From an optimization exercise on the open Yosys and OpenROAD flow, aimed at small area, a short achievable clock period and few clock cycles; shortcuts taken in it are not production practice.
No functional check of the RTL was part of any run shown here.
Power and IR drop assume default switching activity.

**run.sh**
```bash
#!/bin/bash
# synth_recipe.tcl (not shown) runs the flow's synth.tcl, then flattens the netlist and writes it again
# the make line also repeats each setting of config.mk as NAME=value (left out here)
make -C /OpenROAD-flow-scripts/flow DESIGN_CONFIG=/design/flow/config.mk WORK_HOME=/design/flow/orfs CLKGATE_MAP_FILE= SYNTH_SCRIPT=/design/flow/synth_recipe.tcl finish
```
**config.mk**
```make
export PLATFORM = sky130hd
export DESIGN_NAME = ung5_rxdec
export DESIGN_NICKNAME = ung5_rxdec
export VERILOG_FILES = /design/flow/design.v
export SDC_FILE = /design/flow/constraint.sdc
export NUM_CORES = 4
export LEC_CHECK = 0
export CAP_MARGIN = 20
export CORE_MARGIN = 2
export CORE_UTILIZATION = 30
export CTS_BUF_LIST = sky130_fd_sc_hd__clkbuf_4 sky130_fd_sc_hd__clkbuf_8
export PLACE_DENSITY = 0.5
export SETUP_SLACK_MARGIN = 2.5
export SLEW_MARGIN = 20
```
**constraint.sdc**
```tcl
create_clock -name core_clock -period 7.5 [get_ports {clk}]
set_input_delay 1.5000 -clock core_clock [delete_from_list [all_inputs] [get_ports {clk}]]
set_output_delay 1.5000 -clock core_clock [all_outputs]
set_load 0.01 [all_outputs]
```
**design.v**
```verilog
module ung5_rx (
    input  wire        clk,
    input  wire        rst,
    input  wire        start,
    input  wire [7:0]  start_addr,
    input  wire [15:0] start_total,
    input  wire        rx_valid,
    input  wire [7:0]  rx_data,
    input  wire        tick,
    input  wire [5:0]  buf_idx,
    output wire [7:0]  buf_data,
    output reg  [1:0]  rx_state,
    output reg  [2:0]  rx_reason,
    output reg  [6:0]  rx_len,
    output wire        rx_ready,
    output wire        start_ok,
    output reg  [31:0] head,        
    output wire [31:0] tail,        
    output reg  [15:0] crc,         
    output wire        crc_ready,
    input  wire        dec_we,
    input  wire [3:0]  dec_err,
    output reg  [3:0]  err_code
);
    localparam ST_IDLE = 2'd0, ST_ACTIVE = 2'd1, ST_DONE = 2'd2;
    localparam R_NONE = 3'd0, R_TOTAL = 3'd1, R_SILENCE = 3'd2,
               R_STOP = 3'd3, R_NOISE = 3'd4, R_OVERFLOW = 3'd5;
    function [15:0] crc_step;
        input [15:0] c_in;
        input [7:0]  b;
        integer i;
        reg [15:0] c;
        begin
            c = c_in ^ {8'h00, b};
            for (i = 0; i < 8; i = i + 1)
                c = c[0] ? ((c >> 1) ^ 16'h8408) : (c >> 1);
            crc_step = c;
        end
    endfunction
    function [15:0] crc_unstep;
        input [15:0] c_in;
        input [7:0]  b;
        integer i;
        reg [15:0] c;
        begin
            c = c_in;
            for (i = 0; i < 8; i = i + 1)
                c = c[15] ? (((c ^ 16'h8408) << 1) | 16'h0001) : (c << 1);
            crc_unstep = c ^ {8'h00, b};
        end
    endfunction
    reg [511:0] sh;            
    reg [6:0]   phys;          
    reg [7:0]   rx_addr;
    reg [15:0]  t_left;        
    reg [5:0]   t_sil;         
    wire accept    = rx_valid && rx_ready;
    wire collapsed = (rx_reason == R_NOISE);
    assign rx_ready = (rx_state == ST_ACTIVE);
    assign start_ok = start && !rx_ready &&
                      (start_total != 16'd0) && (start_total != 16'hFFFF);
    wire [2:0] q_lo = phys[2:0] - 3'd1;
    wire [2:0] q_hi = phys[5:3] - {2'b00, (phys[2:0] == 3'd0)};
    reg  [23:0] lo_c, hi0_c, hi1_c;
    reg  [7:0]  bw_c;
    integer j;
    always @(*)
        for (j = 0; j < 8; j = j + 1) begin
            lo_c[3*j +: 3]  = q_lo - j[2:0];
            bw_c[j]         = (q_lo < j[2:0]);
            hi0_c[3*j +: 3] = q_hi - j[2:0];
            hi1_c[3*j +: 3] = q_hi - j[2:0] - 3'd1;
        end
    wire [2:0] lo = lo_c[3*buf_idx[2:0] +: 3];
    wire       bw = bw_c[buf_idx[2:0]];
    wire [2:0] hi = bw ? hi1_c[3*buf_idx[5:3] +: 3] : hi0_c[3*buf_idx[5:3] +: 3];
    reg  [63:0] grp;           
    integer g;
    always @(*)
        for (g = 0; g < 8; g = g + 1)
            grp[8*g +: 8] = sh[64*g + 8*lo +: 8];
    assign buf_data = grp[8*hi +: 8];
    assign tail = collapsed ? sh[72 +: 32] : sh[0 +: 32];
    assign crc_ready = !(collapsed && t_sil < 6'd8);
    wire [7:0] rw_byte = accept ? 8'hFA :
                         (t_sil == 6'd7) ? sh[79:72] :
                         (t_sil == 6'd3 || t_sil == 6'd6) ? 8'hFA :
                         (t_sil == 6'd1 || t_sil == 6'd4) ? 8'h81 : rx_addr;
    wire [15:0] crc_back = crc_unstep(crc, rw_byte);
    wire run_found = (rx_data == 8'h81) && (phys[6:3] != 4'd0) &&
                     (sh[7:0]   == rx_addr) && (sh[15:8]  == 8'hFA) &&
                     (sh[23:16] == 8'h81)   && (sh[31:24] == rx_addr) &&
                     (sh[39:32] == 8'hFA)   && (sh[47:40] == 8'h81) &&
                     (sh[55:48] == rx_addr) && (sh[63:56] == 8'hFA);
    wire [5:0] t_sil_n = t_sil + ((t_sil == 6'd63) ? 6'd0 : 6'd1);
    wire       last_fa = (sh[7:0] == 8'hFA);
    always @(posedge clk) begin
        if (accept)
            sh <= {sh[503:0], rx_data};
        if (accept && phys[6:2] == 5'd0)
            case (phys[1:0])
            2'd0: head[7:0]   <= rx_data;
            2'd1: head[15:8]  <= rx_data;
            2'd2: head[23:16] <= rx_data;
            default: head[31:24] <= rx_data;
            endcase
    end
    always @(posedge clk) begin
        if (rst) begin
            err_code  <= 4'd0;
            rx_state  <= ST_IDLE;
            rx_reason <= R_NONE;
            rx_len    <= 7'd0;
            phys      <= 7'd0;
        end else if (start) begin
            if (rx_state == ST_ACTIVE) begin
                err_code <= 4'd7;                      
            end else if (!start_ok) begin
                err_code <= 4'd10;                     
            end else begin
                err_code  <= 4'd0;
                rx_state  <= ST_ACTIVE;
                rx_reason <= R_NONE;
                rx_len    <= 7'd0;
                phys      <= 7'd0;
                rx_addr   <= start_addr;
                t_left    <= start_total;
                t_sil     <= 6'd0;
                crc       <= 16'h0000;
            end
        end else if (accept) begin
            err_code <= 4'd0;
            phys     <= phys + 7'd1;
            rx_len   <= phys + 7'd1;
            t_sil    <= 6'd0;
            if (phys != 7'd0)
                crc <= crc_step(crc, sh[7:0]);
            if (run_found) begin
                t_sil     <= 6'd1;
                crc       <= crc_back;
                rx_len    <= (phys == 7'd8) ? 7'd3 : phys - 7'd8;
                rx_state  <= ST_DONE;
                rx_reason <= R_NOISE;
            end else if (phys == 7'd63) begin
                rx_state  <= ST_DONE;
                rx_reason <= R_OVERFLOW;
                err_code  <= 4'd8;                     
            end
        end else if (tick && rx_ready) begin
            err_code <= 4'd0;
            t_sil    <= t_sil_n;
            t_left   <= t_left - 16'd1;
            if (t_left == 16'd0) begin
                rx_state  <= ST_DONE;
                rx_reason <= R_TOTAL;
            end else if (phys[6:3] != 4'd0 && last_fa && t_sil_n >= 6'd10) begin
                rx_state  <= ST_DONE;
                rx_reason <= R_STOP;
            end else if (phys != 7'd0 && t_sil_n >= 6'd50) begin
                rx_state  <= ST_DONE;
                rx_reason <= R_SILENCE;
            end
        end else begin
            if (dec_we)
                err_code <= dec_err;
            if (!crc_ready) begin
                t_sil <= t_sil + 6'd1;
                crc   <= crc_back;
            end
        end
    end
endmodule
module ung5_dec (
    input  wire        clk,
    input  wire        rst,
    input  wire        dec_start,
    input  wire        clear,         
    input  wire [6:0]  n_bytes,       
    input  wire [31:0] head,          
    input  wire [31:0] tail,          
    input  wire [15:0] crc,           
    input  wire        crc_ready,
    output reg         dec_valid,
    output wire [1:0]  dec_kind,      
    output wire [1:0]  dec_why,       
    output wire [1:0]  dec_class,     
    output wire [7:0]  dec_addr,
    output wire [7:0]  dec_ctrl,
    output wire [7:0]  dec_length,
    output wire [7:0]  dec_opc,
    output wire [15:0] dec_crc,
    output wire        dec_etx_ok,
    output wire        dec_stop_ok,
    output wire        dec_addr_ok,
    output wire        err_we,
    output wire [3:0]  err_val
);
    function [15:0] crc_step;
        input [15:0] c_in;
        input [7:0]  b;
        integer i;
        reg [15:0] c;
        begin
            c = c_in ^ {8'h00, b};
            for (i = 0; i < 8; i = i + 1)
                c = c[0] ? ((c >> 1) ^ 16'h8408) : (c >> 1);
            crc_step = c;
        end
    endfunction
    reg pend;
    wire [7:0] b0 = head[7:0];
    wire [7:0] b1 = head[15:8];
    wire [7:0] b2 = head[23:16];
    wire [7:0] b3 = head[31:24];
    wire [7:0] t0 = tail[7:0];
    wire [7:0] t1 = tail[15:8];
    wire [7:0] t2 = tail[23:16];
    wire [7:0] t3 = tail[31:24];
    wire short   = (n_bytes == 7'd3);
    wire dclass  = (n_bytes >= 7'd7) && (b1[3:0] == 4'd4);
    wire two     = (t0 == 8'hFA);                      
    wire span_bad = two && (n_bytes == 7'd7);          
    wire crc_bad = two ? (crc != crc_step(16'h0000, t1)) : (crc != 16'h0000);
    wire [6:0] span = n_bytes - (two ? 7'd4 : 7'd3);
    wire len_bad = (b2 == 8'h00) || ({1'b0, b2} + 9'd3 != {2'b00, span});
    assign dec_kind  = short ? 2'd0 :
                       (dclass && !span_bad && !crc_bad && !len_bad) ? 2'd1 : 2'd2;
    assign dec_why   = !dclass ? 2'd0 : span_bad ? 2'd1 : crc_bad ? 2'd2 : 2'd3;
    assign dec_class = (b1[3:0] == 4'd1) ? 2'd1 :
                       (b1[3:0] == 4'd2) ? 2'd2 :
                       (b1[3:0] == 4'd3) ? 2'd3 : 2'd0;
    assign dec_addr    = b0;
    assign dec_ctrl    = b1;
    assign dec_length  = b2;
    assign dec_opc     = b3;
    assign dec_crc     = two ? {t2, t3} : {t1, t2};
    assign dec_etx_ok  = (two ? t1 : t0) == 8'h03;
    assign dec_stop_ok = short ? (b2 == 8'hFA) : two;
    assign dec_addr_ok = (b0 >= 8'h50) && (b0 <= 8'h6F);
    wire fin = (dec_start || pend) && crc_ready;
    assign err_we  = fin;
    assign err_val = (dec_kind == 2'd2) ? 4'd4 : 4'd0;
    always @(posedge clk) begin
        if (rst || clear) begin
            dec_valid <= 1'b0;
            pend      <= 1'b0;
        end else if (dec_start) begin
            dec_valid <= crc_ready;
            pend      <= !crc_ready;
        end else if (fin) begin
            dec_valid <= 1'b1;
            pend      <= 1'b0;
        end
    end
endmodule
module ung5_rxdec (
    input  wire        clk,
    input  wire        rst,
    input  wire        start,
    input  wire [7:0]  start_addr,
    input  wire [15:0] start_total,
    input  wire        rx_valid,
    input  wire [7:0]  rx_data,
    output wire        rx_ready,
    input  wire        tick,
    input  wire        dec_start,
    input  wire [5:0]  buf_idx,
    output wire [7:0]  buf_data,
    output wire [1:0]  rx_state,
    output wire [2:0]  rx_reason,
    output wire [6:0]  rx_len,
    output wire [3:0]  err_code,
    output wire        dec_valid,
    output wire [1:0]  dec_kind,
    output wire [1:0]  dec_why,
    output wire [1:0]  dec_class,
    output wire [7:0]  dec_addr,
    output wire [7:0]  dec_ctrl,
    output wire [7:0]  dec_length,
    output wire [7:0]  dec_opc,
    output wire [15:0] dec_crc,
    output wire        dec_etx_ok,
    output wire        dec_stop_ok,
    output wire        dec_addr_ok
);
    wire [31:0] head, tail;
    wire [15:0] crc;
    wire        crc_ready, start_ok;
    wire        dec_we;
    wire [3:0]  dec_err;
    ung5_rx u_rx (
        .clk(clk), .rst(rst),
        .start(start), .start_addr(start_addr), .start_total(start_total),
        .rx_valid(rx_valid), .rx_data(rx_data), .tick(tick),
        .buf_idx(buf_idx), .buf_data(buf_data),
        .rx_state(rx_state), .rx_reason(rx_reason), .rx_len(rx_len),
        .rx_ready(rx_ready), .start_ok(start_ok),
        .head(head), .tail(tail), .crc(crc), .crc_ready(crc_ready),
        .dec_we(dec_we), .dec_err(dec_err), .err_code(err_code)
    );
    ung5_dec u_dec (
        .clk(clk), .rst(rst),
        .dec_start(dec_start), .clear(start_ok),
        .n_bytes(rx_len), .head(head), .tail(tail),
        .crc(crc), .crc_ready(crc_ready),
        .dec_valid(dec_valid), .dec_kind(dec_kind), .dec_why(dec_why),
        .dec_class(dec_class), .dec_addr(dec_addr), .dec_ctrl(dec_ctrl),
        .dec_length(dec_length), .dec_opc(dec_opc), .dec_crc(dec_crc),
        .dec_etx_ok(dec_etx_ok), .dec_stop_ok(dec_stop_ok),
        .dec_addr_ok(dec_addr_ok),
        .err_we(dec_we), .err_val(dec_err)
    );
endmodule
```
==> results of run 1 <==
## critical path: stages
cell     delay [ns]
buf_4          0.16
or3_4          0.41
a32oi_4        0.26
buf_12         0.16
xnor2_4        0.07
buf_12         0.16
buf_12         0.14
buf_12         0.16
mux2i_4        0.19
mux2i_2        0.19
mux2i_1        0.11
mux2i_1        0.28
buf_2          0.20
## power breakdown
group          leakage, uW  switching, uW  internal, uW  total, uW
combinational      0.00462            484           443        927
sequential         0.00525           83.0          3890       3970
clock              0.00107           1400          1610       3010
total               0.0109           1970          5940       7910
## Yosys cell counts (5+ instances only)
cell | count | area (um2)
a211oi_1 | 20 | 150
a21oi_1 | 41 | 205
a22oi_1 | 6 | 45.0
a31oi_1 | 18 | 113
and2_1 | 24 | 150
and3_1 | 13 | 81.3
buf_1 | 5 | 18.8
buf_2 | 24 | 120
clkbuf_1 | 52 | 195
dfxtp_1 | 25 | 500
edfxtp_1 | 590 | 17700
ha_1 | 32 | 400
inv_1 | 29 | 109
mux2i_1 | 138 | 1380
mux4_2 | 128 | 2880
nand2_1 | 90 | 338
nand2b_1 | 6 | 37.5
nand3_1 | 29 | 145
nand4_1 | 20 | 125
nor2_1 | 88 | 330
nor2b_1 | 8 | 50.1
nor3_1 | 31 | 155
nor3b_1 | 6 | 45.0
nor4_1 | 13 | 81.3
nor4b_1 | 5 | 43.8
nor4bb_1 | 6 | 60.1
o211ai_1 | 5 | 37.5
o21ai_0 | 48 | 240
o21ai_1 | 8 | 40.0
o22ai_1 | 6 | 37.5
or3_1 | 7 | 43.8
or4_1 | 8 | 60.1
xnor2_1 | 60 | 526
xor2_1 | 45 | 394
## layer usage
metal	wire length, um	vias to the layer above	share of wire	track usage
met5	13	-	0.00019	0
met4	2090	2	0.030	0.0503
met3	4740	154	0.068	0.0379
met2	31300	557	0.45	0.222
met1	31500	8468	0.45	0.204
li1	-	7244	-	-
## registers in the layout (all words and copies together), names as in the netlist
register         flops
u_rx.rx_state        2
u_dec.pend           1
u_rx.head           32
u_dec.dec_valid      1
u_rx.t_sil           6
u_rx.rx_addr         8
u_rx.t_left         16
u_rx.sh            512
u_rx.phys            7
u_rx.err_code        4
u_rx.crc            16
u_rx.rx_len          7
u_rx.rx_reason       3
## area by class of cell
type / count / area, um2 / area share
antenna: 3 / 7.51 / 0.000223
clock buffer: 146 / 1750 / 0.0522
clock inverter: 37 / 287 / 0.00853
inverter: 30 / 148 / 0.00439
multi-input combinational: 965 / 9220 / 0.274
sequential: 615 / 18200 / 0.543
tap: 1176 / 1470 / 0.0438
timing repair buffer: 234 / 2480 / 0.0740
## path summary, 6_finish.rpt
check             cells past startpoint           end          from
hold reg to reg                       0  u_rx.sh[201]  u_rx.sh[193]
hold / removal                        0  u_rx.sh[201]  u_rx.sh[193]
setup / recovery                     13   buf_data[1]    buf_idx[0]
setup reg to reg                      8   u_rx.crc[0]   u_rx.sh[10]
## per-stage QoR
stage	cells	power (uW)	hold WS [ns]	utilization	cell area [um2]
floorplan	1692	4550	0.421	-	27500
global placement	2955	4860	0.426	0.336	30300
detailed placement	2955	4870	0.431	0.336	30300
CTS	3197	8040	0.412	0.370	33400
global route	3205	8260	0.435	0.372	33600
finish	3206	7910	0.413	0.372	33600
## timing repair
action / in CTS / in global routing
gates cloned: 4 / 0
setup buffers: 55 / 5
resized for setup: 162 / 26
endpoints found under the setup margin: 45 / 39
pin swaps: 19 / 7
## logic make-up after synthesis
| family | Yosys count | synth area share |
|---|---|---|
| xor gates and xnor gates | 107 | 0.0347 |
| adders and majority gates | 33 | 0.0153 |
| AOI/OAI and AO/OA | 192 | 0.0450 |
| muxes | 266 | 0.156 |
| DFF | 615 | 0.665 |
| and+or+nand+nor | 367 | 0.0683 |
| buffers and inverters | 112 | 0.0166 |
==> out/qor.csv, run 1 <==
metric,value,unit
ys flop type,edfxtp_1,
"Seq/Total Area, Yosys",0.665,
crit path max fanout,14,
CTS buffer count,103,
Starting DRT DRC Count,1202,
vias in the first global route,16900,
clock sink total,615,
first-pass GRT wire length,106000,um
unrepaired setup endpoints after global routing,yes,
Max Clock Freq,181,MHz
final hold violation count,0,
YS warnings,2,
MaxCap Viol Count,0,
vias,16400,
share of layout cells above drive strength 1,0.245,
vias per cell,5.12,
Mean Syn Cell Area,16.2,um2
cts hold-fix bufs,0,
GP Congestion,0.838,
row count,110,
# H-tree levels,3,
die height,306,um
fin crit share,0.738,
final setup TNS,0,ns
Routed WL,69700,um
WS Path Type,in2out,
Post-Place Worst Slack,0.559,ns
"commonest cells after routing, fill and taps aside","edfxtp_1 (590), mux4_2 (128), mux2i_1 (123)",
GRT Total Usage,0.147,
NumNets Final,2026,
Post-synth EDFFs,590,
Die Area,93800,um2
Worst Path Required,6.00,ns
Starting Density,0.304,
max_slew headroom,0.270,
"CTS clk-pin slew, worst paths",0.06,ns
pin count of the biggest net entering global routing,184,
synthesis-to-layout area growth,22.6,%
Yosys cell types,69,
CTS root buf,clkbuf_8,
Pleak,0.0109,uW
cell count after synthesis,1692,
Final Setup Violations,0,
num ports,127,
Tmin final,5.53,ns
total grt overflow,0,
Final Skew,0.0338,ns
hpwl dp,44000,um
"Arr. time, crit path",4.03,ns
Die X-Extent,306,um
initial antenna violation count,5,
mapped cell area,27400,um2
Clock Latency Late Sink,0.73,ns
Core Box Area,90300,um2
Hold Crit Class,reg2reg,
PwrDens,235,nW/um2
"Async S/R FF share, synth",0,
per-cell routed wire length,21.7,um
First-pass DRT Iterations,7,
post-route ant nets,0,
# port buffers,126,
run status,finished clean,
FILL cells,8492,
Remaining DRCs,0,
Syn Nets,1769,
Worst-Margin Slew,1.09,ns
Yosys reg bits,615,
Pins Over Slew Limit,0,
flop2flop setup slack,3.18,ns
final worst setup slack,1.97,ns
VDD IR max,113,uV
CP Capture Type,output port,
Clock Path Buffers,3,
Worst setup SP type,input pin,
CTS tree,done,
"commonest non-fill, non-tap cell in the layout",edfxtp_1,
==> run 2, diff against run 1 <==
--- a/design.v
+++ b/design.v
@@ -61,25 +61,29 @@
                       (start_total != 16'd0) && (start_total != 16'hFFFF);
     wire [2:0] q_lo = phys[2:0] - 3'd1;
     wire [2:0] q_hi = phys[5:3] - {2'b00, (phys[2:0] == 3'd0)};
-    reg  [23:0] lo_c, hi0_c, hi1_c;
-    reg  [7:0]  bw_c;
+    wire       bw   = (buf_idx[2:0] > q_lo);        
+    reg  [7:0] lo_oh, hi_oh;
     integer j;
     always @(*)
         for (j = 0; j < 8; j = j + 1) begin
-            lo_c[3*j +: 3]  = q_lo - j[2:0];
-            bw_c[j]         = (q_lo < j[2:0]);
-            hi0_c[3*j +: 3] = q_hi - j[2:0];
-            hi1_c[3*j +: 3] = q_hi - j[2:0] - 3'd1;
+            lo_oh[j] = (buf_idx[2:0] == q_lo - j[2:0]);
+            hi_oh[j] = bw ? (buf_idx[5:3] == q_hi - j[2:0] - 3'd1)
+                          : (buf_idx[5:3] == q_hi - j[2:0]);
         end
-    wire [2:0] lo = lo_c[3*buf_idx[2:0] +: 3];
-    wire       bw = bw_c[buf_idx[2:0]];
-    wire [2:0] hi = bw ? hi1_c[3*buf_idx[5:3] +: 3] : hi0_c[3*buf_idx[5:3] +: 3];
     reg  [63:0] grp;           
-    integer g;
-    always @(*)
+    reg  [7:0]  rd_byte;
+    integer g, k;
+    always @(*) begin
+        for (g = 0; g < 8; g = g + 1) begin
+            grp[8*g +: 8] = 8'h00;
+            for (k = 0; k < 8; k = k + 1)
+                grp[8*g +: 8] = grp[8*g +: 8] | ({8{lo_oh[k]}} & sh[64*g + 8*k +: 8]);
+        end
+        rd_byte = 8'h00;
         for (g = 0; g < 8; g = g + 1)
-            grp[8*g +: 8] = sh[64*g + 8*lo +: 8];
-    assign buf_data = grp[8*hi +: 8];
+            rd_byte = rd_byte | ({8{hi_oh[g]}} & grp[8*g +: 8]);
+    end
+    assign buf_data = rd_byte;
     assign tail = collapsed ? sh[72 +: 32] : sh[0 +: 32];
     assign crc_ready = !(collapsed && t_sil < 6'd8);
     wire [7:0] rw_byte = accept ? 8'hFA :
==> run 2 against run 1 <==
Net effect: still clean; first-iteration DRC count is 86% higher; cell count grew 8.0%; count of clock-buffer cells in the layout decreased by 5; total power increased by 4.2%; sequential power barely moved; synthesized cell count up 13%.
==> out/qor.csv, run 2 <==
metric,value,unit,change
Post-synth EDFFs,590,,unchanged
crit-path max cell delay,0.54,ns,was 0.41 ns
Max Clock Freq,168,MHz,was 181 MHz
"Seq/Total Area, Yosys",0.681,,was 0.665
area fraction of the dominant cell type after synthesis,0.662,,was 0.646
Final Setup Violations,0,,unchanged
PwrDens,242,nW/um2,was 235 nW/um2
vias in the first global route,18800,,was 16900
"top cells by area, synth","edfxtp_1 (66%), a22oi_1 (2.9%), nand2_1 (2.6%), xnor2_1 (2.3%), mux2i_1 (2.2%)",,"was edfxtp_1 (65%), mux4_2 (11%), mux2i_1 (5.0%), xnor2_1 (1.9%), dfxtp_1 (1.8%)"
Worst Path Required,6.00,ns,about the same
VDD IR max,127,uV,was 113 uV
GRT met3 Usage,0.0374,,was 0.0379
hpwl dp,51700,um,was 44000 um
most instantiated library cell after synthesis,edfxtp_1,,unchanged
largest area contributor in the synthesized netlist,edfxtp_1,,unchanged
Mean Syn Cell Area,14.0,um2,was 16.2 um2
Largest regs,"u_rx.sh x512, u_rx.head x32",,unchanged
Yosys reg bits,615,,unchanged
Global Route met2 Usage,0.292,,was 0.222
run status,finished clean,,unchanged
pin count of the biggest net entering global routing,196,,was 184
final hold violation count,0,,unchanged
clock sink total,615,,unchanged
Clock Latency Late Sink,0.74,ns,was 0.73 ns
FILL cells,8383,,was 8492
total power,8240,uW,was 7910 uW
Clock Path Buffers,3,,unchanged
die height,303,um,was 306 um
global routing usage on met1,0.251,,was 0.204
num ports,127,,unchanged
Post-Place Worst Slack,0.908,ns,was 0.559 ns
CTS buffer count,106,,was 103
Tmin final,5.95,ns,was 5.53 ns
crit path max fanout,4,,was 14
"commonest cells after routing, fill and taps aside","edfxtp_1 (590), nand2_1 (181), buf_4 (108)",,"was edfxtp_1 (590), mux4_2 (128), mux2i_1 (123)"
vias,19100,,was 16400
initial antenna violation count,2,,was 5
final setup TNS,0,ns,unchanged
max_slew headroom,0.141,,was 0.270
unrepaired setup endpoints after global routing,yes,,unchanged
Pleak,0.0110,uW,was 0.0109 uW
GP Congestion,0.841,,was 0.838
cts hold-fix bufs,0,,unchanged
WS Path Type,reg2out,,was in2out
"Slowest-stage cell, CP",or4_4,,was or3_4
Critical path buffers and inverters,2,,was 6
MaxCap Viol Count,0,,unchanged
r2r startpoint,u_rx.phys[4],,was u_rx.sh[10]
per-cell routed wire length,24.9,um,was 21.7 um
CTS tree,done,,unchanged
total grt overflow,0,,unchanged
gr busiest metal,met2,,unchanged
synthesis-to-layout area growth,27.3,%,was 22.6%
synth cell count leaders,"edfxtp_1 (590), nand2_1 (183), a22oi_1 (103)",,"was edfxtp_1 (590), mux2i_1 (138), mux4_2 (128)"
fin crit share,0.793,,was 0.738
Pins Over Slew Limit,0,,unchanged
Routed WL,86300,um,was 69700 um
first-pass GRT wire length,126000,um,was 106000 um
Die X-Extent,303,um,was 306 um
share of layout cells above drive strength 1,0.229,,was 0.245
Largest Register,u_rx.sh,,unchanged
Final Skew,0.0547,ns,was 0.0338 ns
crit-path most repeated cell,xnor2_1,,was buf_12
HP Start,u_rx.sh[300],,was u_rx.sh[193]
GRT Total Usage,0.184,,was 0.147
Core Box Area,88400,um2,was 90300 um2
YS warnings,2,,unchanged
post-route ant nets,0,,unchanged
Yosys cell types,85,,was 69
"Arr. time, crit path",4.45,ns,was 4.03 ns
critical path startpoint,u_rx.sh[74],,was buf_idx[0]
CTS root buf,clkbuf_8,,unchanged
cell count after synthesis,1906,,was 1692
Worst-Margin Slew,1.29,ns,was 1.09 ns
kind of cell adding the most delay to the critical path,simple AND/OR/NAND/NOR gates,,was buffers and inverters
"CTS clk-pin slew, worst paths",0.06,ns,about the same
Worst setup SP type,flop,,was input pin
max reg flops,512,,unchanged
First-pass DRT Iterations,9,,was 7
# port buffers,126,,unchanged
Hold Crit Class,reg2reg,,unchanged
row count,109,,was 110
Remaining DRCs,0,,unchanged
sequence of cells on the critical path,or2b_1 -> or4b_4 -> mux2_8 -> ha_4 -> inv_4 -> fa_2 -> a211o_1 -> nor3_2 -> xnor2_1 -> xnor2_1 -> nand4b_1 -> or4_4 -> nor2b_4 -> buf_6,,was buf_4 -> or3_4 -> a32oi_4 -> buf_12 -> xnor2_4 -> buf_12 -> buf_12 -> buf_12 -> mux2i_4 -> mux2i_2 -> mux2i_1 -> mux2i_1 -> buf_2
Syn Nets,1981,,was 1769
"commonest non-fill, non-tap cell in the layout",edfxtp_1,,unchanged
Starting Density,0.303,,was 0.304
# H-tree levels,3,,unchanged
vias per cell,5.51,,was 5.12
"Async S/R FF share, synth",0,,unchanged
mapped cell area,26800,um2,was 27400 um2
final worst setup slack,1.55,ns,was 1.97 ns
Die Area,91600,um2,was 93800 um2
CP Capture Type,output port,,unchanged
ys flop type,edfxtp_1,,unchanged
Starting DRT DRC Count,2231,,was 1202
NumNets Final,2282,,was 2026
run 2: cell count changes in the layout (fill, tap and decap cells not counted), moves of 18 or more:
cell and delta:
nand4_1 +33, mux2i_1 -67, mux4_2 -128, buf_4 +33, buf_6 +39, a222oi_1 +47, nand2_1 +92, a22oi_1 +85
a221oi_2 +19, nor2_1 -39, nor3_1 +23, and2_1 -18
run 2: path summary, 6_finish.rpt:
path,endpoint,slack (ns),depth (start not counted)
min,u_rx.sh[308],0.43,0
max,dec_kind[1],1.55,14
min reg2reg,u_rx.sh[308],0.43,0
max reg2reg,u_rx.crc[6],3.30,9
run 2: through the flow:
step           hold WS (ns)  cells   util  cell area (um2)
3_3_place_gp          0.427   3145  0.336            29700
5_1_grt               0.433   3462  0.386            34100
2_1_floorplan         0.424   1906      -            26800
3_5_place_dp          0.432   3145  0.336            29700
6_report              0.431   3462  0.386            34100
4_1_cts               0.413   3442  0.381            33700
run 2: area by class of cell:
| cell class | count | area, um2 | share of cell area |
|---|---|---|---|
| multi-input combinational | 1162 | 9080 | 0.266 |
| tap | 1165 | 1460 | 0.0428 |
| clock inverter | 55 | 438 | 0.0129 |
| inverter | 25 | 123 | 0.00360 |
| sequential | 615 | 18200 | 0.535 |
| antenna | 2 | 5.00 | 0.000147 |
| timing repair buffer | 297 | 3020 | 0.0887 |
| clock buffer | 141 | 1720 | 0.0505 |
run 2: cell families (layout without fill, tap and decap cells):
logic type | count (synthesis) | in the layout | share of synthesized area
other | 0 | 2 | 0
buffers and inverters | 135 | 518 | 0.0194
AND/OR/NAND/NOR | 530 | 534 | 0.104
adder cells (fa/ha/maj) | 31 | 31 | 0.0148
AO/OA/AOI/OAI | 423 | 423 | 0.119
flip-flops | 615 | 615 | 0.681
XOR/XNOR | 105 | 105 | 0.0359
multiplexers | 67 | 69 | 0.0255
run 2: what timing repair did:
action                                  in CTS  in global routing
endpoints found under the setup margin      29                 27
cloned                                      11                  1
gates resized for setup                    307                 60
setup buffers                               90                 17
pin swaps                                   79                 42
run 2: power breakdown:
part | internal (uW) | switching (uW)
logic | 459 | 635
registers | 3890 | 98.1
clock network | 1710 | 1440
run 2: worst reg2reg max path, cell delays in order, from the launching register on:
cell      delay, ns
dfxtp_1        0.52
inv_1          0.27
ha_1           0.25
nor3b_1        0.22
nor3_1         0.36
nor4b_2        0.71
and3_1         0.80
nor3_1         0.19
a211oi_1       0.26
mux2_2         0.37
run 2: metal layers:
| metal | part of all wire | routed length (um) |
|---|---|---|
| met1 | 0.42 | 36600 |
| met3 | 0.077 | 6650 |
| met4 | 0.027 | 2340 |
| met2 | 0.47 | 40600 |
| met5 | 0.00015 | 13 |
==> run 3, diff against run 2 <==
--- a/design.v
+++ b/design.v
@@ -185,8 +185,8 @@
     input  wire [15:0] crc,           
     input  wire        crc_ready,
     output reg         dec_valid,
-    output wire [1:0]  dec_kind,      
-    output wire [1:0]  dec_why,       
+    output reg  [1:0]  dec_kind,      
+    output reg  [1:0]  dec_why,       
     output wire [1:0]  dec_class,     
     output wire [7:0]  dec_addr,
     output wire [7:0]  dec_ctrl,
@@ -225,11 +225,13 @@
     wire two     = (t0 == 8'hFA);                      
     wire span_bad = two && (n_bytes == 7'd7);          
     wire crc_bad = two ? (crc != crc_step(16'h0000, t1)) : (crc != 16'h0000);
-    wire [6:0] span = n_bytes - (two ? 7'd4 : 7'd3);
-    wire len_bad = (b2 == 8'h00) || ({1'b0, b2} + 9'd3 != {2'b00, span});
-    assign dec_kind  = short ? 2'd0 :
-                       (dclass && !span_bad && !crc_bad && !len_bad) ? 2'd1 : 2'd2;
-    assign dec_why   = !dclass ? 2'd0 : span_bad ? 2'd1 : crc_bad ? 2'd2 : 2'd3;
+    wire [6:0] n_6 = n_bytes - 7'd6;
+    wire [6:0] n_7 = n_bytes - 7'd7;
+    wire len_bad = (b2 == 8'h00) ||
+                   (two ? (b2 != {1'b0, n_7}) : (b2 != {1'b0, n_6}));
+    wire [1:0] kind = short ? 2'd0 :
+                      (dclass && !span_bad && !crc_bad && !len_bad) ? 2'd1 : 2'd2;
+    wire [1:0] why  = !dclass ? 2'd0 : span_bad ? 2'd1 : crc_bad ? 2'd2 : 2'd3;
     assign dec_class = (b1[3:0] == 4'd1) ? 2'd1 :
                        (b1[3:0] == 4'd2) ? 2'd2 :
                        (b1[3:0] == 4'd3) ? 2'd3 : 2'd0;
@@ -243,7 +245,12 @@
     assign dec_addr_ok = (b0 >= 8'h50) && (b0 <= 8'h6F);
     wire fin = (dec_start || pend) && crc_ready;
     assign err_we  = fin;
-    assign err_val = (dec_kind == 2'd2) ? 4'd4 : 4'd0;
+    assign err_val = (kind == 2'd2) ? 4'd4 : 4'd0;
+    always @(posedge clk)
+        if (fin) begin
+            dec_kind <= kind;
+            dec_why  <= why;
+        end
     always @(posedge clk) begin
         if (rst || clear) begin
             dec_valid <= 1'b0;
--- a/config.mk
+++ b/config.mk
@@ -10,5 +10,5 @@
 export CORE_UTILIZATION = 30
 export CTS_BUF_LIST = sky130_fd_sc_hd__clkbuf_4 sky130_fd_sc_hd__clkbuf_8
 export PLACE_DENSITY = 0.5
-export SETUP_SLACK_MARGIN = 2.5
+export SETUP_SLACK_MARGIN = 3.2
 export SLEW_MARGIN = 20
==> run 3 against run 2 <==
Net effect: still clean on timing, DRC and antenna; cell count down 0.40%; total power up 2.4%; die area up 0.23%; utilization up 0.75 points; register-to-register slack better by 0.56 ns; cell area up 2.1%; critical path depth down 3; global-route usage down 0.30 points; critical path type is now in2out.
==> out/qor.csv, run 3 <==
metric,value,unit,change
vias per cell,5.45,,was 5.51
Final Skew,0.0538,ns,was 0.0547 ns
"commonest non-fill, non-tap cell in the layout",edfxtp_1,,unchanged
# port buffers,126,,unchanged
per-cell routed wire length,24.6,um,was 24.9 um
Syn Nets,1956,,was 1981
ys flop type,edfxtp_1,,unchanged
Core Box Area,88500,um2,was 88400 um2
mapped cell area,26800,um2,about the same
Global Route met2 Usage,0.290,,was 0.292
Placed Area,29700,um2,about the same
"Design Area, Final",34800,um2,was 34100 um2
First-pass DRT Iterations,8,,was 9
cell count after synthesis,1886,,was 1906
vias,18800,,was 19100
CP Capture Type,output port,,unchanged
die height,303,um,about the same
CTS tree,done,,unchanged
Worst setup SP type,input pin,,was flop
most instantiated library cell after synthesis,edfxtp_1,,unchanged
Mean Syn Cell Area,14.2,um2,was 14.0 um2
total grt overflow,0,,unchanged
largest area contributor in the synthesized netlist,edfxtp_1,,unchanged
Post-synth EDFFs,594,,was 590
gr busiest metal,met2,,unchanged
initial antenna violation count,1,,was 2
Starting Density,0.303,,about the same
crit path max fanout,4,,unchanged
num ports,127,,unchanged
hpwl dp,48500,um,was 51700 um
Die X-Extent,303,um,about the same
total power,8440,uW,was 8240 uW
NumNets Final,2265,,was 2282
Remaining DRCs,0,,unchanged
flop2flop setup slack,3.86,ns,was 3.30 ns
VDD IR max,141,uV,was 127 uV
DP Cell Count,3111,,was 3145
critical path depth in cells,11,,was 14
unrepaired setup endpoints after global routing,yes,,unchanged
YS warnings,2,,unchanged
# H-tree levels,3,,unchanged
WS Path Type,in2out,,was reg2out
first-pass GRT wire length,125000,um,was 126000 um
Sw Ratio,0.266,,was 0.264
pin count of the biggest net entering global routing,156,,was 196
"top cells by area, synth","edfxtp_1 (66%), nand2_1 (2.9%), a222oi_1 (2.4%), xnor2_1 (2.3%), mux2i_1 (2.2%)",,"was edfxtp_1 (66%), a22oi_1 (2.9%), nand2_1 (2.6%), xnor2_1 (2.3%), mux2i_1 (2.2%)"
Clock power frac,0.377,,was 0.383
MaxCap Viol Count,0,,unchanged
global routing usage on met1,0.253,,was 0.251
Clock Latency Late Sink,0.74,ns,about the same
Yosys cell types,79,,was 85
GRT met3 Usage,0.0307,,was 0.0374
Pleak,0.0113,uW,was 0.0110 uW
Reg area,18400,um2,was 18200 um2
area fraction of the dominant cell type after synthesis,0.665,,was 0.662
"Seq/Total Area, Yosys",0.684,,was 0.681
Routed WL,84700,um,was 86300 um
fin crit share,0.743,,was 0.793
Hold Crit Class,reg2reg,,unchanged
synthesis-to-layout area growth,29.7,%,was 27.3%
final setup TNS,0,ns,unchanged
vias in the first global route,18700,,was 18800
Internal,6200,uW,was 6060 uW
Clock Path Buffers,3,,unchanged
footprint of the multi-input gates,9300,um2,was 9080 um2
PwrDens,243,nW/um2,was 242 nW/um2
"Slowest-stage cell, CP",or4_4,,unchanged
Post-Layout Cell Count,3448,,was 3462
Tmin final,5.57,ns,was 5.95 ns
"CTS clk-pin slew, worst paths",0.06,ns,about the same
P_sw,2240,uW,was 2180 uW
max_slew headroom,0.373,,was 0.141
GP Congestion,0.856,,was 0.841
crit-path most repeated cell,buf_12,,was xnor2_1
Die Area,91800,um2,was 91600 um2
"Arr. time, crit path",4.07,ns,was 4.45 ns
run status,finished clean,,unchanged
"commonest cells after routing, fill and taps aside","edfxtp_1 (594), nand2_1 (186), clkbuf_8 (114)",,"was edfxtp_1 (590), nand2_1 (181), buf_4 (108)"
Comb pwr share,0.139,,was 0.133
Seq pwr share,0.484,,about the same
Yosys reg bits,619,,was 615
crit-path max cell delay,0.56,ns,was 0.54 ns
Worst-Margin Slew,0.938,ns,was 1.29 ns
Starting DRT DRC Count,2457,,was 2231
CTS root buf,clkbuf_8,,unchanged
Worst Reg2Reg Path Length in Cells,9,,unchanged
share of layout cells above drive strength 1,0.268,,was 0.229
sequence of cells on the critical path,buf_8 -> xnor3_2 -> buf_12 -> xnor2_4 -> buf_12 -> buf_4 -> mux2_2 -> a221oi_4 -> o22ai_2 -> or4_4 -> buf_6,,was or2b_1 -> or4b_4 -> mux2_8 -> ha_4 -> inv_4 -> fa_2 -> a211o_1 -> nor3_2 -> xnor2_1 -> xnor2_1 -> nand4b_1 -> or4_4 -> nor2b_4 -> buf_6
max reg flops,512,,unchanged
kind of cell adding the most delay to the critical path,buffers and inverters,,was simple AND/OR/NAND/NOR gates
row count,109,,unchanged
Hold Path Stages,0,,unchanged
post-route ant nets,0,,unchanged
Final Setup Violations,0,,unchanged
Critical path buffers and inverters,5,,was 2
CTS buffer count,106,,unchanged
clock sink total,619,,was 615
FILL cells,8173,,was 8383
"Async S/R FF share, synth",0,,unchanged
Largest Register,u_rx.sh,,unchanged
final hold violation count,0,,unchanged
Largest regs,"u_rx.sh x512, u_rx.head x32",,unchanged
Pins Over Slew Limit,0,,unchanged
synth cell count leaders,"edfxtp_1 (594), nand2_1 (208), nor2_1 (79)",,"was edfxtp_1 (590), nand2_1 (183), a22oi_1 (103)"
GRT Total Usage,0.181,,was 0.184
Max Clock Freq,179,MHz,was 168 MHz
Worst Path Required,6.00,ns,about the same
==> run 3: cell types whose count changed after synthesis, moves of 26 or more <==
| cell | change |
|---|---|
| o2111ai_1 | +29 |
| nor2_1 | +28 |
| a22oi_1 | -26 |
| nor3_1 | -30 |
| nand4_1 | -37 |
==> run 3: per-stage QoR <==
stage                util  hold WS, ns  setup WS (ns)
floorplan               -        0.420           2.61
global placement    0.336        0.426          0.745
detailed placement  0.336        0.432          0.707
CTS                 0.383        0.421           1.97
global route        0.393        0.442           1.87
finish              0.393        0.437           1.93
==> run 3: worst reg2reg max path: stages (launching register included) <==
cell,delay (ns)
dfxtp_1,0.34
nor2b_1,0.41
nand2_1,0.59
clkinv_8,0.73
nor2_1,0.27
a22o_1,0.25
a31oi_1,0.17
o21ai_2,0.13
or4_1,0.50
a21oi_1,0.15
==> run 3: timing repair <==
action                                  in CTS  in global routing
gates resized for setup                    309                119
hold buffers                                 0                  0
setup buffers                               84                 37
pin swaps                                   73                 61
endpoints found under the setup margin      26                 29
gates cloned                                18                  2
==> run 3: worst paths after layout <==
check / from / to
max: buf_idx[2] / buf_data[0]
min: u_rx.sh[411] / u_rx.sh[419]
max reg2reg: u_rx.rx_state[0] / u_rx.rx_reason[0]
min reg2reg: u_rx.sh[411] / u_rx.sh[419]
==> run 3: metal layers <==
metal,wire (um),vias up
li1,-,8200
met1,37000,9620
met2,39900,878
met3,6240,102
met4,1600,0
met5,0,-
==> run 3: layout make-up <==
class,count,share of cell area
tap,1165,0.0419
clock inverter,49,0.0115
antenna,1,0.0000719
timing repair buffer,300,0.0959
clock buffer,146,0.0520
sequential,619,0.528
inverter,28,0.00374
multi-input combinational,1140,0.267
==> run 3: power groups by stage <==
stage | Combinational [uW] | Sequential, uW | Clock, uW
4_1_cts | 1100 | 4080 | 3260
2_1_floorplan | 571 | 4100 | 0
6_report | 1170 | 4090 | 3180
5_1_grt | 1250 | 4090 | 3410
3_5_place_dp | 903 | 4150 | 0
3_3_place_gp | 896 | 4150 | 0
==> run 3: kinds of logic (layout without fill, tap and decap cells) <==
kind of cell               count (synthesis)  after routing  share of synthesized area
DFF                                      619            619                      0.684
and+or+nand+nor                          499            505                     0.0925
AOI/OAI and AO/OA                        408            409                      0.117
buffers and inverters                    134            523                     0.0210
xor gates and xnor gates                 113            113                     0.0402
muxes                                     87             87                     0.0338
adders and majority gates                 26             26                     0.0121
other                                      0              1                          0
==> run 4, diff against run 3 <==
--- a/config.mk
+++ b/config.mk
@@ -10,5 +10,5 @@
 export CORE_UTILIZATION = 30
 export CTS_BUF_LIST = sky130_fd_sc_hd__clkbuf_4 sky130_fd_sc_hd__clkbuf_8
 export PLACE_DENSITY = 0.5
-export SETUP_SLACK_MARGIN = 3.2
+export SETUP_SLACK_MARGIN = 2.5
 export SLEW_MARGIN = 20
==> run 4 against run 3 <==
Net effect: via count fell by 1.5%; critical path type unchanged; total power shrank 1.1%; setup slack worse by 0.0031 ns; non-clock buffer count fell by 38; die area unchanged; sequential power about the same; synthesized cell count did not move; critical endpoint is now buf_data[3]; fmax about the same; utilization decreased by 0.93 points; clock skew up 0.0097 ns.
==> out/qor.csv, run 4 <==
metric,value,unit,change
run status,finished clean,,unchanged
MaxCap Viol Count,0,,unchanged
Starting Density,0.303,,unchanged
First-pass DRT Iterations,6,,was 8
Largest Register,u_rx.sh,,unchanged
Post-synth EDFFs,594,,unchanged
FILL cells,8311,,was 8173
share of layout cells above drive strength 1,0.223,,was 0.268
Hold Crit Class,reg2reg,,unchanged
final setup TNS,0,ns,unchanged
Internal,6110,uW,was 6200 uW
synthesis-to-layout area growth,26.6,%,was 29.7%
Pleak,0.0109,uW,was 0.0113 uW
Yosys cell types,79,,unchanged
vias in the first global route,18600,,was 18700
CTS tree,done,,unchanged
crit-path max cell delay,0.57,ns,was 0.56 ns
GP Congestion,0.887,,was 0.856
max_slew headroom,0.308,,was 0.373
Mean Syn Cell Area,14.2,um2,unchanged
Yosys reg bits,619,,unchanged
cts hold-fix bufs,0,,unchanged
CP Capture Type,output port,,unchanged
Syn Nets,1956,,unchanged
"top cells by area, synth","edfxtp_1 (66%), nand2_1 (2.9%), a222oi_1 (2.4%), xnor2_1 (2.3%), mux2i_1 (2.2%)",,unchanged
PwrDens,246,nW/um2,was 243 nW/um2
Final Skew,0.0635,ns,was 0.0538 ns
CTS root buf,clkbuf_8,,unchanged
post-route ant nets,0,,unchanged
Routed WL,83500,um,was 84700 um
unrepaired setup endpoints after global routing,yes,,unchanged
Seq pwr share,0.490,,was 0.484
row count,109,,unchanged
vias,18500,,was 18800
WS Path Type,in2out,,unchanged
Clock Path Buffers,3,,unchanged
Clock Latency Late Sink,0.73,ns,was 0.74 ns
fin crit share,0.743,,about the same
Remaining DRCs,0,,unchanged
"Seq/Total Area, Yosys",0.684,,unchanged
cell count after synthesis,1886,,unchanged
CTS buffer count,105,,was 106
Core Box Area,88500,um2,unchanged
clock sink total,619,,unchanged
Die X-Extent,303,um,unchanged
pin count of the biggest net entering global routing,135,,was 156
largest area contributor in the synthesized netlist,edfxtp_1,,unchanged
most instantiated library cell after synthesis,edfxtp_1,,unchanged
"Arr. time, crit path",4.07,ns,about the same
crit path max fanout,6,,was 4
max reg flops,512,,unchanged
Antenna diodes,0,,was 1
vias per cell,5.44,,was 5.45
hpwl dp,49600,um,was 48500 um
sequence of cells on the critical path,buf_2 -> ha_4 -> nor2b_4 -> o21ai_2 -> buf_6 -> a21oi_4 -> buf_4 -> buf_4 -> nor4_2 -> a31o_4 -> a22o_1 -> or4_4 -> buf_6,,was buf_8 -> xnor3_2 -> buf_12 -> xnor2_4 -> buf_12 -> buf_4 -> mux2_2 -> a221oi_4 -> o22ai_2 -> or4_4 -> buf_6
Worst Path Required,6.00,ns,about the same
final hold violation count,0,,unchanged
Die Area,91800,um2,unchanged
num ports,127,,unchanged
VDD IR max,152,uV,was 141 uV
"commonest non-fill, non-tap cell in the layout",edfxtp_1,,unchanged
mapped cell area,26800,um2,unchanged
"CTS clk-pin slew, worst paths",0.06,ns,about the same
Pins Over Slew Limit,0,,unchanged
P_sw,2240,uW,about the same
initial antenna violation count,3,,was 1
Reg area,18300,um2,was 18400 um2
total grt overflow,0,,unchanged
"Slowest-stage cell, CP",or4_4,,unchanged
Clock power frac,0.374,,was 0.377
Final Core Density,0.384,,was 0.393
"Async S/R FF share, synth",0,,unchanged
Worst-Margin Slew,1.04,ns,was 0.938 ns
area fraction of the dominant cell type after synthesis,0.665,,unchanged
synth cell count leaders,"edfxtp_1 (594), nand2_1 (208), nor2_1 (79)",,unchanged
Worst setup SP type,input pin,,unchanged
Sw Ratio,0.268,,was 0.266
first-pass GRT wire length,122000,um,was 125000 um
Final Setup Violations,0,,unchanged
Largest regs,"u_rx.sh x512, u_rx.head x32",,unchanged
"commonest cells after routing, fill and taps aside","edfxtp_1 (594), nand2_1 (205), clkbuf_8 (110)",,"was edfxtp_1 (594), nand2_1 (186), clkbuf_8 (114)"
NumNets Final,2223,,was 2265
die height,303,um,unchanged
Max Clock Freq,179,MHz,about the same
# H-tree levels,3,,unchanged
Tmin final,5.57,ns,about the same
# port buffers,126,,unchanged
Starting DRT DRC Count,2140,,was 2457
YS warnings,2,,unchanged
GRT Total Usage,0.177,,was 0.181
per-cell routed wire length,24.5,um,was 24.6 um
ys flop type,edfxtp_1,,unchanged
footprint of the multi-input gates,9010,um2,was 9300 um2
Comb pwr share,0.136,,was 0.139
run 4: cell count changes in the layout (fill, tap and decap cells not counted), sizes merged, moves of 2 or more:
cell	delta
nand2b	-2
clkbuf	-5
clkinv	+3
dlygate4sd2	+13
clkdlybuf4s15	+2
buf	-52
run 4: final cells by class:
class / instances / share of cell area
sequential: 619 / 0.540
multi-input combinational: 1137 / 0.265
timing repair buffer: 262 / 0.0843
clock buffer: 142 / 0.0517
tap: 1165 / 0.0429
clock inverter: 51 / 0.0119
inverter: 28 / 0.00365
run 4: per-stage QoR:
stage	setup WS (ns)	cells	hold slack [ns]	power (uW)	area, um2
after floorplan	2.49	1886	0.420	4670	27000
after global placement	0.556	3108	0.423	5040	29600
after detailed placement	0.423	3108	0.432	5050	29600
after CTS	1.86	3390	0.397	8400	33700
after global routing	1.81	3404	0.403	8670	34000
final	1.93	3404	0.395	8350	34000
run 4: worst max-delay path: cells and delay by family:
kind	cells	cell delay (ns)
and+or+nand+nor	3	0.77
AOI/OAI and AO/OA	4	0.81
adders and majority gates	1	0.30
buffers and inverters	5	0.69
run 4: power groups by stage:
stage | logic (uW) | registers, uW | clock network, uW
after global placement | 888 | 4150 | 0
after detailed placement | 900 | 4150 | 0
after floorplan | 560 | 4110 | 0
after global routing | 1210 | 4100 | 3360
final | 1140 | 4090 | 3120
after CTS | 1110 | 4080 | 3210
run 4: cell families (layout without fill, tap and decap cells):
logic type,count (synthesis),count (layout),synth area share
fa+ha+maj,26,26,0.0121
xor+xnor,113,113,0.0402
flops,619,619,0.684
mux,87,87,0.0338
buf+inv,134,483,0.0210
simple gates,499,502,0.0925
compound gates,408,409,0.117
run 4: routing by layer:
metal	up-vias	share of wire	wire length [um]	GRT usage
met5	-	0	0	0
met1	9410	0.45	37300	0.255
met2	865	0.46	38100	0.275
met3	137	0.074	6170	0.0309
met4	0	0.024	1990	0.0476
li1	8113	-	-	-
run 4: final timing paths:
kind / to / start / slack [ns] / cells after the start
worst min-delay path: u_rx.sh[500] / u_rx.sh[492] / 0.39 / 0
worst min register to register: u_rx.sh[500] / u_rx.sh[492] / 0.39 / 0
worst max-delay path: buf_data[3] / buf_idx[1] / 1.93 / 13
worst max register to register: u_rx.sh[161] / u_rx.rx_state[0] / 3.75 / 4
run 4: timing repair:
action / CTS / global route
buffers inserted: 76 / 11
cloned: 13 / 3
resized for setup: 248 / 38
setup endpoints to repair: 25 / 16
pin swaps: 70 / 29
==> run 5, diff against run 4 <==
--- a/design.v
+++ b/design.v
@@ -51,6 +51,7 @@
     endfunction
     reg [511:0] sh;            
     reg [6:0]   phys;          
+    reg [5:0]   q;             
     reg [7:0]   rx_addr;
     reg [15:0]  t_left;        
     reg [5:0]   t_sil;         
@@ -59,8 +60,8 @@
     assign rx_ready = (rx_state == ST_ACTIVE);
     assign start_ok = start && !rx_ready &&
                       (start_total != 16'd0) && (start_total != 16'hFFFF);
-    wire [2:0] q_lo = phys[2:0] - 3'd1;
-    wire [2:0] q_hi = phys[5:3] - {2'b00, (phys[2:0] == 3'd0)};
+    wire [2:0] q_lo = q[2:0];
+    wire [2:0] q_hi = q[5:3];
     wire       bw   = (buf_idx[2:0] > q_lo);        
     reg  [7:0] lo_oh, hi_oh;
     integer j;
@@ -116,6 +117,7 @@
             rx_reason <= R_NONE;
             rx_len    <= 7'd0;
             phys      <= 7'd0;
+            q         <= 6'd63;
         end else if (start) begin
             if (rx_state == ST_ACTIVE) begin
                 err_code <= 4'd7;                      
@@ -127,6 +129,7 @@
                 rx_reason <= R_NONE;
                 rx_len    <= 7'd0;
                 phys      <= 7'd0;
+                q         <= 6'd63;
                 rx_addr   <= start_addr;
                 t_left    <= start_total;
                 t_sil     <= 6'd0;
@@ -135,6 +138,7 @@
         end else if (accept) begin
             err_code <= 4'd0;
             phys     <= phys + 7'd1;
+            q        <= q + 6'd1;
             rx_len   <= phys + 7'd1;
             t_sil    <= 6'd0;
             if (phys != 7'd0)
==> run 5 against run 4 <==
Net effect: hold slack improved by 0.042 ns; via count decreased by 1.7%; critical endpoint is now buf_data[0]; non-clock buffer count decreased by 51; cell area decreased by 3.9%; area after synthesis decreased by 1.2%.
==> out/qor.csv, run 5 <==
metric,value,unit,change
Worst Path Required,6.00,ns,about the same
final worst setup slack,2.13,ns,was 1.93 ns
per-cell routed wire length,24.8,um,was 24.5 um
Critical path buffers and inverters,3,,was 5
fin crit share,0.716,,was 0.743
Core Box Area,87200,um2,was 88500 um2
"Async S/R FF share, synth",0,,unchanged
Remaining DRCs,0,,unchanged
Tmin final,5.37,ns,was 5.57 ns
YS warnings,2,,unchanged
Yosys cell types,87,,was 79
CTS buffer count,103,,was 105
synthesis-to-layout area growth,23.1,%,was 26.6%
Hold Crit Class,reg2reg,,unchanged
max reg flops,512,,unchanged
Final Skew,0.0396,ns,was 0.0635 ns
# port buffers,126,,unchanged
First-pass DRT Iterations,9,,was 6
"Seq/Total Area, Yosys",0.697,,was 0.684
VDD IR max,138,uV,was 152 uV
footprint of the multi-input gates,8090,um2,was 9010 um2
NumNets Final,2125,,was 2223
"CTS clk-pin slew, worst paths",0.06,ns,about the same
Metal-1 WL,34000,um,was 37300 um
ys flop type,edfxtp_1,,unchanged
final setup TNS,0,ns,unchanged
Post-Place Worst Slack,0.618,ns,was 0.423 ns
area fraction of the dominant cell type after synthesis,0.673,,was 0.665
vias,18200,,was 18500
Worst-Margin Slew,1.04,ns,about the same
wire length on met2,37400,um,was 38100 um
kind of cell adding the most delay to the critical path,compound AO/OA/AOI/OAI gates,,unchanged
"Slowest-stage cell, CP",o211ai_1,,was or4_4
crit path max fanout,8,,was 6
"commonest non-fill, non-tap cell in the layout",edfxtp_1,,unchanged
CTS tree,done,,unchanged
vias per cell,5.54,,was 5.44
synth cell count leaders,"edfxtp_1 (594), nand2_1 (146), a222oi_1 (129)",,"was edfxtp_1 (594), nand2_1 (208), nor2_1 (79)"
first-pass GRT wire length,120000,um,was 122000 um
DP Cell Count,3050,,was 3108
cell count after synthesis,1848,,was 1886
Starting DRT DRC Count,2640,,was 2140
post-route ant nets,0,,unchanged
MaxCap Viol Count,0,,unchanged
total grt overflow,0,,unchanged
Final Setup Violations,0,,unchanged
CP Capture Type,output port,,unchanged
largest area contributor in the synthesized netlist,edfxtp_1,,unchanged
row count,108,,was 109
vias in the first global route,18200,,was 18600
Routed WL,81600,um,was 83500 um
sequence of cells on the critical path,buf_4 -> ha_4 -> nor2b_2 -> o21a_4 -> o211ai_1 -> o32ai_1 -> a22oi_1 -> buf_6 -> a31oi_1 -> a21oi_2 -> nand4_1 -> buf_2,,was buf_2 -> ha_4 -> nor2b_4 -> o21ai_2 -> buf_6 -> a21oi_4 -> buf_4 -> buf_4 -> nor4_2 -> a31o_4 -> a22o_1 -> or4_4 -> buf_6
Post-synth EDFFs,594,,unchanged
initial antenna violation count,3,,unchanged
Worst setup SP type,input pin,,unchanged
total power,8380,uW,was 8350 uW
Die Area,90700,um2,was 91800 um2
"commonest cells after routing, fill and taps aside","edfxtp_1 (594), nand2_1 (145), a222oi_1 (129)",,"was edfxtp_1 (594), nand2_1 (205), clkbuf_8 (110)"
WS Path Type,in2out,,unchanged
Clock Path Buffers,3,,unchanged
unrepaired setup endpoints after global routing,yes,,unchanged
mapped cell area,26500,um2,was 26800 um2
DR top layer,met5,,was met4
Starting Density,0.304,,was 0.303
max_slew headroom,0.300,,was 0.308
clock sink total,625,,was 619
CTS root buf,clkbuf_8,,unchanged
Pins Over Slew Limit,0,,unchanged
"Arr. time, crit path",3.87,ns,was 4.07 ns
# H-tree levels,3,,unchanged
Post-Layout Cell Count,3289,,was 3404
Largest regs,"u_rx.sh x512, u_rx.head x32",,unchanged
Die X-Extent,301,um,was 303 um
Largest Register,u_rx.sh,,unchanged
Yosys reg bits,625,,was 619
FILL cells,8233,,was 8311
share of layout cells above drive strength 1,0.165,,was 0.223
GRT Total Usage,0.177,,about the same
Reg area,18500,um2,was 18300 um2
run status,finished clean,,unchanged
PwrDens,257,nW/um2,was 246 nW/um2
Max Clock Freq,186,MHz,was 179 MHz
final hold violation count,0,,unchanged
Pleak,0.0102,uW,was 0.0109 uW
die height,301,um,was 303 um
GP Congestion,0.833,,was 0.887
most instantiated library cell after synthesis,edfxtp_1,,unchanged
Final Core Density,0.374,,was 0.384
crit-path max cell delay,0.27,ns,was 0.57 ns
hpwl dp,46900,um,was 49600 um
num ports,127,,unchanged
routed wl met3,7820,um,was 6170 um
Clock Latency Late Sink,0.74,ns,was 0.73 ns
pin count of the biggest net entering global routing,167,,was 135
Syn Nets,1918,,was 1956
Mean Syn Cell Area,14.3,um2,was 14.2 um2
"top cells by area, synth","edfxtp_1 (67%), a222oi_1 (4.9%), xnor2_1 (2.7%), dfxtp_1 (2.3%), nand2_1 (2.1%)",,"was edfxtp_1 (66%), nand2_1 (2.9%), a222oi_1 (2.4%), xnor2_1 (2.3%), mux2i_1 (2.2%)"
==> run 5: logic make-up (layout without fill, tap and decap cells) <==
group | after synthesis | count (layout) | share of synthesized area
muxes | 28 | 28 | 0.0108
and+or+nand+nor | 483 | 486 | 0.0931
xor gates and xnor gates | 121 | 122 | 0.0403
other | 0 | 1 | 0
AOI/OAI and AO/OA | 428 | 429 | 0.126
DFF | 625 | 625 | 0.697
buffers and inverters | 136 | 416 | 0.0206
adders and majority gates | 27 | 27 | 0.0127
==> run 5: area by class of cell <==
cell class,instances,area share
antenna,1,0.0000767
clock buffer,125,0.0485
clock inverter,58,0.0146
inverter,22,0.00334
multi-input combinational,1092,0.248
sequential,625,0.566
tap,1155,0.0443
timing repair buffer,211,0.0754
==> run 5: through the flow <==
step	hold WS [ns]	area, um2
detailed placement	0.432	29200
CTS	0.431	32400
finish	0.436	32600
global placement	0.428	29200
floorplan	0.421	26500
global route	0.454	32600
==> run 5: worst paths after layout <==
| path | startpoint | endpoint | slack [ns] | depth (start not counted) |
|---|---|---|---|---|
| max | buf_idx[1] | buf_data[0] | 2.13 | 12 |
| min | u_rx.sh[68] | u_rx.sh[76] | 0.44 | 0 |
| max reg2reg | u_rx.sh[5] | u_rx.crc[2] | 3.15 | 8 |
| min reg2reg | u_rx.sh[68] | u_rx.sh[76] | 0.44 | 0 |
==> run 5: what timing repair did <==
action / CTS / global route
buffers inserted: 34 / 5
resized for setup: 158 / 26
hold buffers: 0 / 0
pin swaps: 70 / 39
gates cloned: 14 / 2
endpoints found under the setup margin: 43 / 13
==> run 5: power breakdown <==
group	switching, uW	leakage, uW	internal [uW]
logic	722	0.00383	498
registers	116	0.00534	3960
clock network	1440	0.00108	1640
total	2280	0.0102	6100
==> run 5: metal layers <==
| metal | vias to the layer above | GRT usage |
|---|---|---|
| met5 | - | 0 |
| met1 | 9174 | 0.235 |
| met2 | 936 | 0.275 |
| li1 | 7945 | - |
| met3 | 148 | 0.0526 |
| met4 | 4 | 0.0590 |
==> run 6, diff against run 5 <==
--- a/config.mk
+++ b/config.mk
@@ -8,7 +8,6 @@
 export CAP_MARGIN = 20
 export CORE_MARGIN = 2
 export CORE_UTILIZATION = 30
-export CTS_BUF_LIST = sky130_fd_sc_hd__clkbuf_4 sky130_fd_sc_hd__clkbuf_8
 export PLACE_DENSITY = 0.5
-export SETUP_SLACK_MARGIN = 2.5
+export SETUP_SLACK_MARGIN = 3.0
 export SLEW_MARGIN = 20
==> run 6 against run 5 <==
Net effect: still clean on timing, DRC and antenna; clock skew rose by 0.010 ns; synthesized cell count did not move; hold slack got worse by 0.025 ns; clock power rose by 8.4%; sequential share of layout area fell by 2.0 points; total power rose by 3.5%.
==> out/qor.csv, run 6 <==
metric,value,unit,change
run status,finished clean,,unchanged
Final Setup Violations,0,,unchanged
initial antenna violation count,1,,was 3
sequence of cells on the critical path,buf_12 -> xnor2_4 -> xor2_2 -> nor3b_4 -> buf_12 -> buf_16 -> buf_12 -> a222oi_1 -> a31oi_1 -> a211oi_2 -> nand4_1 -> buf_2,,was buf_4 -> ha_4 -> nor2b_2 -> o21a_4 -> o211ai_1 -> o32ai_1 -> a22oi_1 -> buf_6 -> a31oi_1 -> a21oi_2 -> nand4_1 -> buf_2
PwrDens,257,nW/um2,about the same
final hold violation count,0,,unchanged
fin crit share,0.715,,was 0.716
"top cells by area, synth","edfxtp_1 (67%), a222oi_1 (4.9%), xnor2_1 (2.7%), dfxtp_1 (2.3%), nand2_1 (2.1%)",,unchanged
Sw Ratio,0.267,,was 0.272
most instantiated library cell after synthesis,edfxtp_1,,unchanged
NumNets Final,2156,,was 2125
Clock Path Buffers,3,,unchanged
Comb pwr share,0.144,,was 0.146
pin count of the biggest net entering global routing,203,,was 167
max_slew headroom,0.217,,was 0.300
"Slowest-stage cell, CP",a211oi_2,,was o211ai_1
post-route ant nets,0,,unchanged
Routed WL,82900,um,was 81600 um
cts hold-fix bufs,0,,unchanged
Seq pwr share,0.470,,was 0.486
mapped cell area,26500,um2,unchanged
synthesis-to-layout area growth,27.6,%,was 23.1%
Worst-Margin Slew,1.17,ns,was 1.04 ns
unrepaired setup endpoints after global routing,yes,,unchanged
"Arr. time, crit path",3.86,ns,was 3.87 ns
P_sw,2310,uW,was 2280 uW
# H-tree levels,3,,unchanged
MaxCap Viol Count,0,,unchanged
GP Congestion,0.874,,was 0.833
"commonest cells after routing, fill and taps aside","edfxtp_1 (594), a222oi_1 (129), nand2_1 (124)",,"was edfxtp_1 (594), nand2_1 (145), a222oi_1 (129)"
YS warnings,2,,unchanged
vias in the first global route,17900,,was 18200
total power,8670,uW,was 8380 uW
die height,301,um,unchanged
Final Skew,0.0499,ns,was 0.0396 ns
Core Box Area,87200,um2,unchanged
Largest regs,"u_rx.sh x512, u_rx.head x32",,unchanged
per-cell routed wire length,25.1,um,was 24.8 um
final setup TNS,0,ns,unchanged
Syn Nets,1918,,unchanged
crit-path max cell delay,0.34,ns,was 0.27 ns
num ports,127,,unchanged
Tmin final,5.36,ns,was 5.37 ns
Clock power frac,0.386,,was 0.368
Starting DRT DRC Count,2478,,was 2640
GRT Total Usage,0.178,,was 0.177
WS Path Type,in2out,,unchanged
share of layout cells above drive strength 1,0.199,,was 0.165
First-pass DRT Iterations,9,,unchanged
total grt overflow,0,,unchanged
Hold Crit Class,reg2reg,,unchanged
area fraction of the dominant cell type after synthesis,0.673,,unchanged
Worst Path Required,6.00,ns,about the same
Starting Density,0.304,,unchanged
CTS root buf,clkbuf_16,,was clkbuf_8
Largest Register,u_rx.sh,,unchanged
ys flop type,edfxtp_1,,unchanged
"CTS clk-pin slew, worst paths",0.06,ns,about the same
Clock Latency Late Sink,0.63,ns,was 0.74 ns
vias,18400,,was 18200
Internal,6360,uW,was 6100 uW
first-pass GRT wire length,121000,um,was 120000 um
"Async S/R FF share, synth",0,,unchanged
synth cell count leaders,"edfxtp_1 (594), nand2_1 (146), a222oi_1 (129)",,unchanged
Post-synth EDFFs,594,,unchanged
Yosys reg bits,625,,unchanged
vias per cell,5.57,,was 5.54
row count,108,,unchanged
crit path max fanout,7,,was 8
kind of cell adding the most delay to the critical path,compound AO/OA/AOI/OAI gates,,unchanged
Worst setup SP type,input pin,,unchanged
Pleak,0.0107,uW,was 0.0102 uW
"Seq/Total Area, Yosys",0.697,,unchanged
Max Clock Freq,186,MHz,about the same
CP Capture Type,output port,,unchanged
CTS buffer count,71,,was 103
CTS tree,done,,unchanged
Critical path buffers and inverters,5,,was 3
cell count after synthesis,1848,,unchanged
crit-path most repeated cell,buf_12,,
hpwl dp,46700,um,was 46900 um
Remaining DRCs,0,,unchanged
# port buffers,126,,unchanged
Die X-Extent,301,um,unchanged
largest area contributor in the synthesized netlist,edfxtp_1,,unchanged
Mean Syn Cell Area,14.3,um2,unchanged
Die Area,90700,um2,unchanged
VDD IR max,206,uV,was 138 uV
Pins Over Slew Limit,0,,unchanged
clock sink total,625,,unchanged
"commonest non-fill, non-tap cell in the layout",edfxtp_1,,unchanged
max reg flops,512,,unchanged
Yosys cell types,87,,unchanged
## run 6: cell families (layout without fill, tap and decap cells)
group	after synthesis	after routing	share of synthesized area
other cells	0	1	0
xor+xnor	121	121	0.0403
compound gates	428	428	0.126
fa+ha+maj	27	27	0.0127
simple gates	483	489	0.0931
mux	28	28	0.0108
buf+inv	136	425	0.0206
flops	625	625	0.697
## run 6: through the flow
step | std cells | util | setup WS, ns | hold WS, ns | area (um2)
floorplan | 1848 | - | 2.88 | 0.421 | 26700
global placement | 3044 | 0.336 | 0.936 | 0.429 | 29200
detailed placement | 3044 | 0.336 | 0.839 | 0.434 | 29200
CTS | 3258 | 0.379 | 2.17 | 0.418 | 33000
global route | 3298 | 0.388 | 2.01 | 0.424 | 33800
finish | 3299 | 0.388 | 2.14 | 0.412 | 33800
## run 6: final cells by class
class	count	area [um2]
timing repair buffer	273	3060
sequential	625	18500
antenna	1	2.50
inverter	22	109
fill	8095	53300
clock buffer	87	1870
clock inverter	43	360
multi-input combinational	1093	8490
tap	1155	1450
## run 6: final timing paths
path / start / to / slack (ns) / cells after the start
hold / removal: u_rx.sh[105] / u_rx.sh[113] / 0.41 / 0
setup / recovery: buf_idx[2] / buf_data[1] / 2.14 / 12
hold reg to reg: u_rx.sh[105] / u_rx.sh[113] / 0.41 / 0
setup reg to reg: u_rx.sh[8] / u_rx.crc[1] / 4.12 / 9
## run 6: metal layers
layer  up-vias  share of wire  track usage
met5         -              0            0
met4         0          0.026       0.0537
met3       117           0.11       0.0539
met2      1000           0.44        0.265
met1      9255           0.43        0.249
li1       8011              -            -
## run 6: power groups by stage
stage / sequential [uW] / combinational, uW / clock [uW]
global route: 4090 / 1330 / 3550
global placement: 4150 / 999 / 0
detailed placement: 4150 / 1010 / 0
CTS: 4080 / 1220 / 3420
floorplan: 4090 / 623 / 0
finish: 4080 / 1250 / 3350
## run 6: worst reg2reg max path: stages (launching register included)
cell and delay (ns):
edfxtp_1 0.66, nor4bb_1 0.34, nand4_1 0.25, nor4b_2 0.57, nand3_1 0.14, buf_4 0.27
nand2_1 0.36, mux2i_1 0.27, xor2_1 0.16, nor2_1 0.05
## run 6: repair_timing
action                                  4_1_cts  5_1_grt
gates resized for setup                     260       93
pin swaps                                    70       48
gates cloned                                 16        2
buffers inserted                             68       38
endpoints found under the setup margin       26       43

==> separate check: timing with driven ports <==
Ports are ideal in the flow. The routed layouts listed here were re-timed in OpenROAD. Step 1, drivers: a clkbuf_16 drives clk and a buf_2 each remaining input, both assumed. Step 2 also shifts input and output timing later by t, the mid clock arrival at the registers, as if the neighbouring blocks saw the same clock. Three values: ideal, step 1, step 2; two values: the first two.
run | t, ns | setup WS [ns] | pins driven straight from the clock port
run 1 | 0.779 | 1.966 / 1.936 / 1.929 | 1
run 2 | 0.772 | 1.552 / 1.493 / 1.898 | 1
run 3 | 0.770 | 1.928 / 1.833 / 1.833 | 1
run 4 | 0.780 | 1.925 / 1.840 / 1.840 | 1
run 5 | 0.780 | 2.130 / 2.092 / 1.991 | 1
run 6 | 0.670 | 2.137 / 2.071 / 2.071 | 1
After both steps every run listed still meets setup and hold. For run 5, which loses most, drivers alone change the setup slack by -0.038 ns; drivers and shift together by -0.139 ns.
